What follows belongs to an exercise in optimizing a design on an open flow for small area, a short achievable clock period and few clock cycles per item; a production flow would make more cautious choices.
At most, simulation tests tie the RTL to the original design; equivalence was not proved.
Power is estimated from default activity; no workload was simulated.

==> wip/willow <==
==> flow/design.v (excerpt) <==
module dtl_hdr_codec (
    input  wire         clk,
    input  wire         rst,
    input  wire         cmd_valid,
    output wire         cmd_ready,
    input  wire         cmd_op,        
    input  wire         cmd_scr_en,    
    input  wire [11:0]  b_plen,
    input  wire [11:0]  b_seq,
    input  wire [3:0]   b_mod,
    input  wire [3:0]   b_fec,
    input  wire [7:0]   b_flen,
    input  wire [7:0]   b_cwid,
    input  wire [13:0]  b_off,
    input  wire [13:0]  b_short,
    input  wire [3:0]   b_emod,
    input  wire [3:0]   b_efec,
    input  wire [767:0] hdr_in,
    output wire         res_valid,
    output wire [95:0]  hdr_out,       
    output wire         res_ok,        
    output wire [11:0]  r_plen,
    output wire [11:0]  r_seq,
    output wire [3:0]   r_mod,
    output wire [3:0]   r_fec,
    output wire [7:0]   r_flen,
    output wire [7:0]   r_cwid,
    output wire [13:0]  r_off,
    output wire [13:0]  r_short,
    output wire [3:0]   r_emod,
    output wire [3:0]   r_efec
);
    localparam HB = 96;
    localparam [95:0] SCR_SEQ = 96'h542de72b306d746440934f70;
    localparam [7:0]  SCR_CRC = 8'h85;
    reg [HB-1:0] body_bits;    
    reg [HB-1:0] sign_bits;    
    integer k;
    always @* begin
        body_bits = {HB{1'b0}};
        for (k = 0; k < 12; k = k + 1) body_bits[ 0 + k] = b_plen [11 - k];
  ...
clock: 5.0 ns
lec_check: 0
cap_margin: 20
core_area: 10 10 290 290
die_area: 0 0 300 300
setup_slack_margin: 2.8
slew_margin: 20
synth_hierarchical: 1
synth_minimum_keep_size: 0
tns_end_percent: 100
standard.sh (not shown) runs the stock make flow with config.mk's settings and CLKGATE_MAP_FILE= SYNTH_SCRIPT=/design/flow/synth_recipe.tcl, a recipe that flattens the netlist after the stock synthesis.
==> flow/flow/run.sh <==
#!/bin/bash
# The standard layout, with two changes to how the cells are sized:
#  - the port buffers are made from the smallest buffer cell (buf_1);
#  - after floorplan, every combinational cell is set to the smallest drive
#    strength of its footprint, so that the later timing repair sizes up
#    only what the timing needs.
# Each tool's output goes to a log of its own in the work folder.
set -euo pipefail
cd "$(dirname "$0")/.."
W=$PWD
R=$W/orfs/results/${FLOW_PLATFORM:-sky130hd}/dtl_hdr_codec/base
PB="BUFFER_PORTS_ARGS=-buffer_cell sky130_fd_sc_hd__buf_1"
bash standard.sh "$PB" floorplan > flow_make_floorplan.log 2>&1
RESULTS=$R openroad -no_init -exit flow/downsize.tcl > flow_downsize.log 2>&1
bash standard.sh "$PB" finish > flow_make_finish.log 2>&1
==> flow/flow/downsize.tcl <==
# Set every combinational cell of 2_floorplan.odb to the smallest drive
# strength (_1) of its footprint. Registers, clock cells and tie cells stay.
set lib $::env(FLOW_HOME)/platforms/sky130hd/lib/sky130_fd_sc_hd__tt_025C_1v80.lib
read_liberty $lib
read_db $::env(RESULTS)/2_floorplan.odb
set db [ord::get_db]
set n 0
foreach inst [[ord::get_db_block] getInsts] {
  set m [[$inst getMaster] getName]
  if {![regexp {^(sky130_fd_sc_hd__[a-z0-9]+)_([0-9]+)$} $m -> base size]} { continue }
  if {$size == 1} { continue }
  if {[regexp {__(df|sdf|edf|dl|clk|conb|tap|fill|decap|diode|probe|lpflow)} $base]} { continue }
  set target ${base}_1
  set tm [$db findMaster $target]
  if {$tm == "NULL" || $tm == ""} { continue }
  puts "downsize [$inst getName] $m -> $target"
  $inst swapMaster $tm
  incr n
}
puts "downsized $n cells"
write_db $::env(RESULTS)/2_floorplan.odb
==> wip/nickel: changes against wip/willow <==
==> flow/flow/run.sh (replaced) <==
#!/bin/bash
# The standard layout, with two changes to how the cells are sized:
#  - the port buffers are made from the smallest buffer cell (buf_1);
#  - the pins of each header bit sit side by side (flow/io.tcl);
#  - after floorplan, every combinational cell is set to the smallest drive
#    strength of its footprint, so that the later timing repair sizes up
#    only what the timing needs.
# Each tool's output goes to a log of its own in the work folder.
set -euo pipefail
cd "$(dirname "$0")/.."
W=$PWD
R=$W/orfs/results/${FLOW_PLATFORM:-sky130hd}/dtl_hdr_codec/base
PB="BUFFER_PORTS_ARGS=-buffer_cell sky130_fd_sc_hd__buf_1"
IO="PRE_IO_PLACEMENT_TCL=$W/flow/io.tcl"
bash standard.sh "$PB" "$IO" floorplan > flow_make_floorplan.log 2>&1
RESULTS=$R openroad -no_init -exit flow/downsize.tcl > flow_downsize.log 2>&1
bash standard.sh "$PB" "$IO" finish > flow_make_finish.log 2>&1
==> flow/flow/io.tcl (new file) <==
# Pin order: each header bit's sample sign, field input and both outputs side
# by side, bits in order around the die, in the middle part of each edge.
set_io_pin_constraint -group -order -region bottom:60-240 -pin_names {hdr_in[7] b_plen[11] hdr_out[0] r_plen[11] hdr_in[15] b_plen[10] hdr_out[1] r_plen[10] hdr_in[23] b_plen[9] hdr_out[2] r_plen[9] hdr_in[31] b_plen[8] hdr_out[3] r_plen[8] hdr_in[39] b_plen[7] hdr_out[4] r_plen[7] hdr_in[47] b_plen[6] hdr_out[5] r_plen[6] hdr_in[55] b_plen[5] hdr_out[6] r_plen[5] hdr_in[63] b_plen[4] hdr_out[7] r_plen[4] hdr_in[71] b_plen[3] hdr_out[8] r_plen[3] hdr_in[79] b_plen[2] hdr_out[9] r_plen[2] hdr_in[87] b_plen[1] hdr_out[10] r_plen[1] hdr_in[95] b_plen[0] hdr_out[11] r_plen[0] hdr_in[103] b_seq[11] hdr_out[12] r_seq[11] hdr_in[111] b_seq[10] hdr_out[13] r_seq[10] hdr_in[119] b_seq[9] hdr_out[14] r_seq[9] hdr_in[127] b_seq[8] hdr_out[15] r_seq[8] hdr_in[135] b_seq[7] hdr_out[16] r_seq[7] hdr_in[143] b_seq[6] hdr_out[17] r_seq[6] hdr_in[151] b_seq[5] hdr_out[18] r_seq[5] hdr_in[159] b_seq[4] hdr_out[19] r_seq[4] hdr_in[167] b_seq[3] hdr_out[20] r_seq[3] hdr_in[679] hdr_out[84] hdr_in[687] hdr_out[85] hdr_in[695] hdr_out[86] cmd_op cmd_scr_en}
set_io_pin_constraint -group -order -region right:60-240 -pin_names {hdr_in[175] b_seq[2] hdr_out[21] r_seq[2] hdr_in[183] b_seq[1] hdr_out[22] r_seq[1] hdr_in[191] b_seq[0] hdr_out[23] r_seq[0] hdr_in[199] b_mod[3] hdr_out[24] r_mod[3] hdr_in[207] b_mod[2] hdr_out[25] r_mod[2] hdr_in[215] b_mod[1] hdr_out[26] r_mod[1] hdr_in[223] b_mod[0] hdr_out[27] r_mod[0] hdr_in[231] b_fec[3] hdr_out[28] r_fec[3] hdr_in[239] b_fec[2] hdr_out[29] r_fec[2] hdr_in[247] b_fec[1] hdr_out[30] r_fec[1] hdr_in[255] b_fec[0] hdr_out[31] r_fec[0] hdr_in[263] b_flen[7] hdr_out[32] r_flen[7] hdr_in[271] b_flen[6] hdr_out[33] r_flen[6] hdr_in[279] b_flen[5] hdr_out[34] r_flen[5] hdr_in[287] b_flen[4] hdr_out[35] r_flen[4] hdr_in[295] b_flen[3] hdr_out[36] r_flen[3] hdr_in[303] b_flen[2] hdr_out[37] r_flen[2] hdr_in[311] b_flen[1] hdr_out[38] r_flen[1] hdr_in[319] b_flen[0] hdr_out[39] r_flen[0] hdr_in[327] b_cwid[7] hdr_out[40] r_cwid[7] hdr_in[335] b_cwid[6] hdr_out[41] r_cwid[6] hdr_in[703] hdr_out[87] hdr_in[711] hdr_out[88] hdr_in[719] hdr_out[89] cmd_valid rst}
set_io_pin_constraint -group -order -region top:60-240 -pin_names {hdr_in[343] b_cwid[5] hdr_out[42] r_cwid[5] hdr_in[351] b_cwid[4] hdr_out[43] r_cwid[4] hdr_in[359] b_cwid[3] hdr_out[44] r_cwid[3] hdr_in[367] b_cwid[2] hdr_out[45] r_cwid[2] hdr_in[375] b_cwid[1] hdr_out[46] r_cwid[1] hdr_in[383] b_cwid[0] hdr_out[47] r_cwid[0] hdr_in[391] b_off[13] hdr_out[48] r_off[13] hdr_in[399] b_off[12] hdr_out[49] r_off[12] hdr_in[407] b_off[11] hdr_out[50] r_off[11] hdr_in[415] b_off[10] hdr_out[51] r_off[10] hdr_in[423] b_off[9] hdr_out[52] r_off[9] hdr_in[431] b_off[8] hdr_out[53] r_off[8] hdr_in[439] b_off[7] hdr_out[54] r_off[7] hdr_in[447] b_off[6] hdr_out[55] r_off[6] hdr_in[455] b_off[5] hdr_out[56] r_off[5] hdr_in[463] b_off[4] hdr_out[57] r_off[4] hdr_in[471] b_off[3] hdr_out[58] r_off[3] hdr_in[479] b_off[2] hdr_out[59] r_off[2] hdr_in[487] b_off[1] hdr_out[60] r_off[1] hdr_in[495] b_off[0] hdr_out[61] r_off[0] hdr_in[503] b_short[13] hdr_out[62] r_short[13] hdr_in[727] hdr_out[90] hdr_in[735] hdr_out[91] hdr_in[743] hdr_out[92] clk res_ok}
set_io_pin_constraint -group -order -region left:60-240 -pin_names {hdr_in[511] b_short[12] hdr_out[63] r_short[12] hdr_in[519] b_short[11] hdr_out[64] r_short[11] hdr_in[527] b_short[10] hdr_out[65] r_short[10] hdr_in[535] b_short[9] hdr_out[66] r_short[9] hdr_in[543] b_short[8] hdr_out[67] r_short[8] hdr_in[551] b_short[7] hdr_out[68] r_short[7] hdr_in[559] b_short[6] hdr_out[69] r_short[6] hdr_in[567] b_short[5] hdr_out[70] r_short[5] hdr_in[575] b_short[4] hdr_out[71] r_short[4] hdr_in[583] b_short[3] hdr_out[72] r_short[3] hdr_in[591] b_short[2] hdr_out[73] r_short[2] hdr_in[599] b_short[1] hdr_out[74] r_short[1] hdr_in[607] b_short[0] hdr_out[75] r_short[0] hdr_in[615] b_emod[3] hdr_out[76] r_emod[3] hdr_in[623] b_emod[2] hdr_out[77] r_emod[2] hdr_in[631] b_emod[1] hdr_out[78] r_emod[1] hdr_in[639] b_emod[0] hdr_out[79] r_emod[0] hdr_in[647] b_efec[3] hdr_out[80] r_efec[3] hdr_in[655] b_efec[2] hdr_out[81] r_efec[2] hdr_in[663] b_efec[1] hdr_out[82] r_efec[1] hdr_in[671] b_efec[0] hdr_out[83] r_efec[0] hdr_in[751] hdr_out[93] hdr_in[759] hdr_out[94] hdr_in[767] hdr_out[95] res_valid cmd_ready}
Settings changed: SETUP_SLACK_MARGIN 2.8 to 2.9, TNS_END_PERCENT 100 to 30.
==> wip/garnet: changes against wip/willow <==
--- a/flow/design.v
+++ b/flow/design.v
@@ -53,29 +53,15 @@
         for (k = 0; k < HB; k = k + 1) sign_bits[k] = hdr_in[8*k + 7];
     end
     assign cmd_ready = 1'b1;
     reg          a_v;
     reg [HB-1:0] a_y;
-    wire [83:0] a_m;
-    wire [HB-1:0] a_d;
-    genvar gi;
-    generate
-        for (gi = 0; gi < 84; gi = gi + 1) begin : g_sel
-            dtl_mux2 u_m (.s(cmd_op), .a(body_bits[gi]), .b(sign_bits[gi]), .y(a_m[gi]));
-            if (SCR_SEQ[gi]) begin : g_scr
-                dtl_xor2 u_s (.a(a_m[gi]), .b(cmd_scr_en), .y(a_d[gi]));
-            end else begin : g_pass
-                assign a_d[gi] = a_m[gi];
-            end
-        end
-    endgenerate
-    assign a_d[95:84] = (cmd_op ? sign_bits[95:84] : 12'h000) ^ (cmd_scr_en ? SCR_SEQ[95:84] : 12'h000);
     reg          a_bc;          
     always @(posedge clk) begin
         if (rst) a_v <= 1'b0;
         else     a_v <= cmd_valid;
-        a_y  <= a_d;
+        a_y  <= (cmd_op ? sign_bits : body_bits) ^ (cmd_scr_en ? SCR_SEQ : {HB{1'b0}});
         a_bc <= !cmd_op && cmd_scr_en;
     end
     wire n0;
     dtl_xor2 u_n0 (.a(a_y[24]), .b(a_y[3]), .y(n0));
     wire n1;
@@ -521,20 +507,10 @@
     wire n221;
     dtl_xor2 u_n221 (.a(n203), .b(n213), .y(n221));
     wire n222;
     dtl_xor2 u_n222 (.a(n205), .b(n214), .y(n222));
     wire [7:0] t = {n222, n221, n220, n219, n218, n217, n216, n215};
-    wire [3:0] ok_a;
-    wire [1:0] ok_b;
-    wire       ok;
-    dtl_nor2  u_ok_a0 (.a(t[0]), .b(t[1]), .y(ok_a[0]));
-    dtl_nor2  u_ok_a1 (.a(t[2]), .b(t[3]), .y(ok_a[1]));
-    dtl_nor2  u_ok_a2 (.a(t[4]), .b(t[5]), .y(ok_a[2]));
-    dtl_nor2  u_ok_a3 (.a(t[6]), .b(t[7]), .y(ok_a[3]));
-    dtl_nand2 u_ok_b0 (.a(ok_a[0]), .b(ok_a[1]), .y(ok_b[0]));
-    dtl_nand2 u_ok_b1 (.a(ok_a[2]), .b(ok_a[3]), .y(ok_b[1]));
-    dtl_nor2  u_ok_c  (.a(ok_b[0]), .b(ok_b[1]), .y(ok));
     reg          b_v;
     reg [83:0]   b_y;
     reg          b_r85;         
     reg [7:0]    b_t;
     reg          b_ok;
@@ -542,11 +518,11 @@
         if (rst) b_v <= 1'b0;
         else     b_v <= a_v;
         b_y   <= a_y[83:0];
         b_r85 <= a_y[85];
         b_t   <= t;
-        b_ok  <= ok;
+        b_ok  <= (t == 8'h00);
     end
     assign res_valid = b_v;
     assign hdr_out   = {b_t, 2'b00, b_r85, 1'b0, b_y};
     assign res_ok    = b_ok;
     genvar g;
@@ -569,17 +545,8 @@
             assign r_off  [13 - g] = b_y[48 + g];
             assign r_short[13 - g] = b_y[62 + g];
         end
     endgenerate
 endmodule
-module dtl_mux2 (input wire s, input wire a, input wire b, output wire y);
-    assign y = s ? b : a;
-endmodule
-module dtl_nor2 (input wire a, input wire b, output wire y);
-    assign y = ~(a | b);
-endmodule
-module dtl_nand2 (input wire a, input wire b, output wire y);
-    assign y = ~(a & b);
-endmodule
 module dtl_xor2 (input wire a, input wire b, output wire y);
     assign y = a ^ b;
 endmodule
==> flow/flow/run.sh (replaced) <==
#!/bin/bash
set -euo pipefail
cd "$(dirname "$0")/.."
bash standard.sh BUFFER_PORTS_ARGS="-buffer_cell sky130_fd_sc_hd__buf_1" finish > flow_make.log 2>&1
Settings changed: ABC_CLOCK_PERIOD_IN_PS from default to 2000, SETUP_SLACK_MARGIN 2.8 to 2.9, TNS_END_PERCENT 100 to 10.
removed: flow/flow/downsize.tcl
==> key figures <==
Power and ir drop
  – Sequential share of power: 36.8%

Worst setup path
  – Crit-path max FO: 1
  – Crit. Startpoint: b_t[6]$_DFF_P_
  – R2R setup slack: 2840 ps
  – Levels on crit path: 1
  – Buffers plus inverters on the worst setup path: 1

Drt
  – Met2 layer wire length in the routed design: 16.2 mm
  – Initial drt markers: 214

Outcome
  – Status: timing/DRC/antenna clean

GRT
  – Met1 usage: 8.39%

STA
  – Final worst slack: 2820 ps
That was wip/nickel.
==> key figures <==
Worst setup path
  – Cells along the critical path: xor2_4, xor2_2, xor2_2, buf_4, xor2_1, xor2_1, xor2_1, nor2_1, nand2_1, nor2_1
  – Buffers plus inverters on the worst setup path: 1
  – R2R setup slack: 2770 ps
  – Slowest-stage cell, CP: dfxtp_4
  – Crit. Startpoint: a_y[39]$_DFF_P_
  – Crit-path max FO: 3
  – Levels on crit path: 10

Logic synthesis
  – Synth Area in Compound Gates: 0%

Power and ir drop
  – Sequential share of power: 33.0%

GRT
  – Initial antenna violation count: 13

STA
  – Final worst slack: 2770 ps

Final layout
  – Clk tree area frac: 5.30%

Drt
  – WL final: 41.9 mm
  – Met2 layer wire length in the routed design: 19.0 mm

Outcome
  – Status: timing/DRC/antenna clean

Clocking
  – # clock sinks: 193
That was wip/willow.
==> key figures <==
Outcome
  – Status: timing/DRC/antenna clean

Drt
  – Initial drt markers: 211
  – WL final: 43.6 mm
  – Met2 layer wire length in the routed design: 19.9 mm

Power and ir drop
  – Sequential share of power: 34.7%

GRT
  – Met3 GRT Util: 3.36%
  – Met1 usage: 11.7%

Final layout
  – Fin cells: 2033
  – Register Area: 0.00400 mm2

Worst setup path
  – Crit-path max FO: 3
  – R2R setup slack: 2520 ps
  – CP arrival: 2890 ps
  – Buffers plus inverters on the worst setup path: 0

Hold path
  – HP Class: register to register

Logic synthesis
  – Area of the mapped netlist: 0.00806 mm2
  – Simple-Gate Fraction of Synth Area: 1.27%

STA
  – Final worst slack: 2520 ps
That was wip/garnet.
Testbench counts of wip/willow, summed over its fixed seeds: cycles 976, items 960.
Testbench counts of wip/nickel, summed over its fixed seeds: cycles 976, items 960.
Function not checked in wip/garnet: the RTL went through the layout flow alone.

re-timing with driven ports:
The flow's constraints put no driver on any port. The routed layouts listed below were extracted and timed again, unchanged, in two steps.
Step 1: set_driving_cell puts a clkbuf_16 on clk and a buf_2 on each other input, an assumption about the parent block.
Step 2 moves the port delays by t, midway between the first and last clock arrival at a register: inputs arrive t later, outputs are due t later. That takes back most of the time a late clock gives input paths.
Slacks: ideal / step 1 / step 2; pairs: ideal / step 1.
run | shift t [ns] | setup slack, ns | hold slack, ns | worst setup path at the end | worst slew at a driven data input, ns
wip/willow | 0.504 | 2.774 / 2.774 / 2.459 | 0.386 / 0.386 / 0.386 | input to register | 0.20
wip/nickel | 0.535 | 2.816 / 2.763 / 2.495 | 0.414 / 0.414 / 0.414 | input to register | 0.15
wip/garnet | 0.522 | 2.524 / 2.524 / 2.392 | 0.363 / 0.363 / 0.363 | input to register | 0.23
After both steps every run listed still meets setup and hold. For wip/nickel, which loses most, drivers alone change the setup slack by -0.053 ns; drivers and shift together by -0.321 ns.
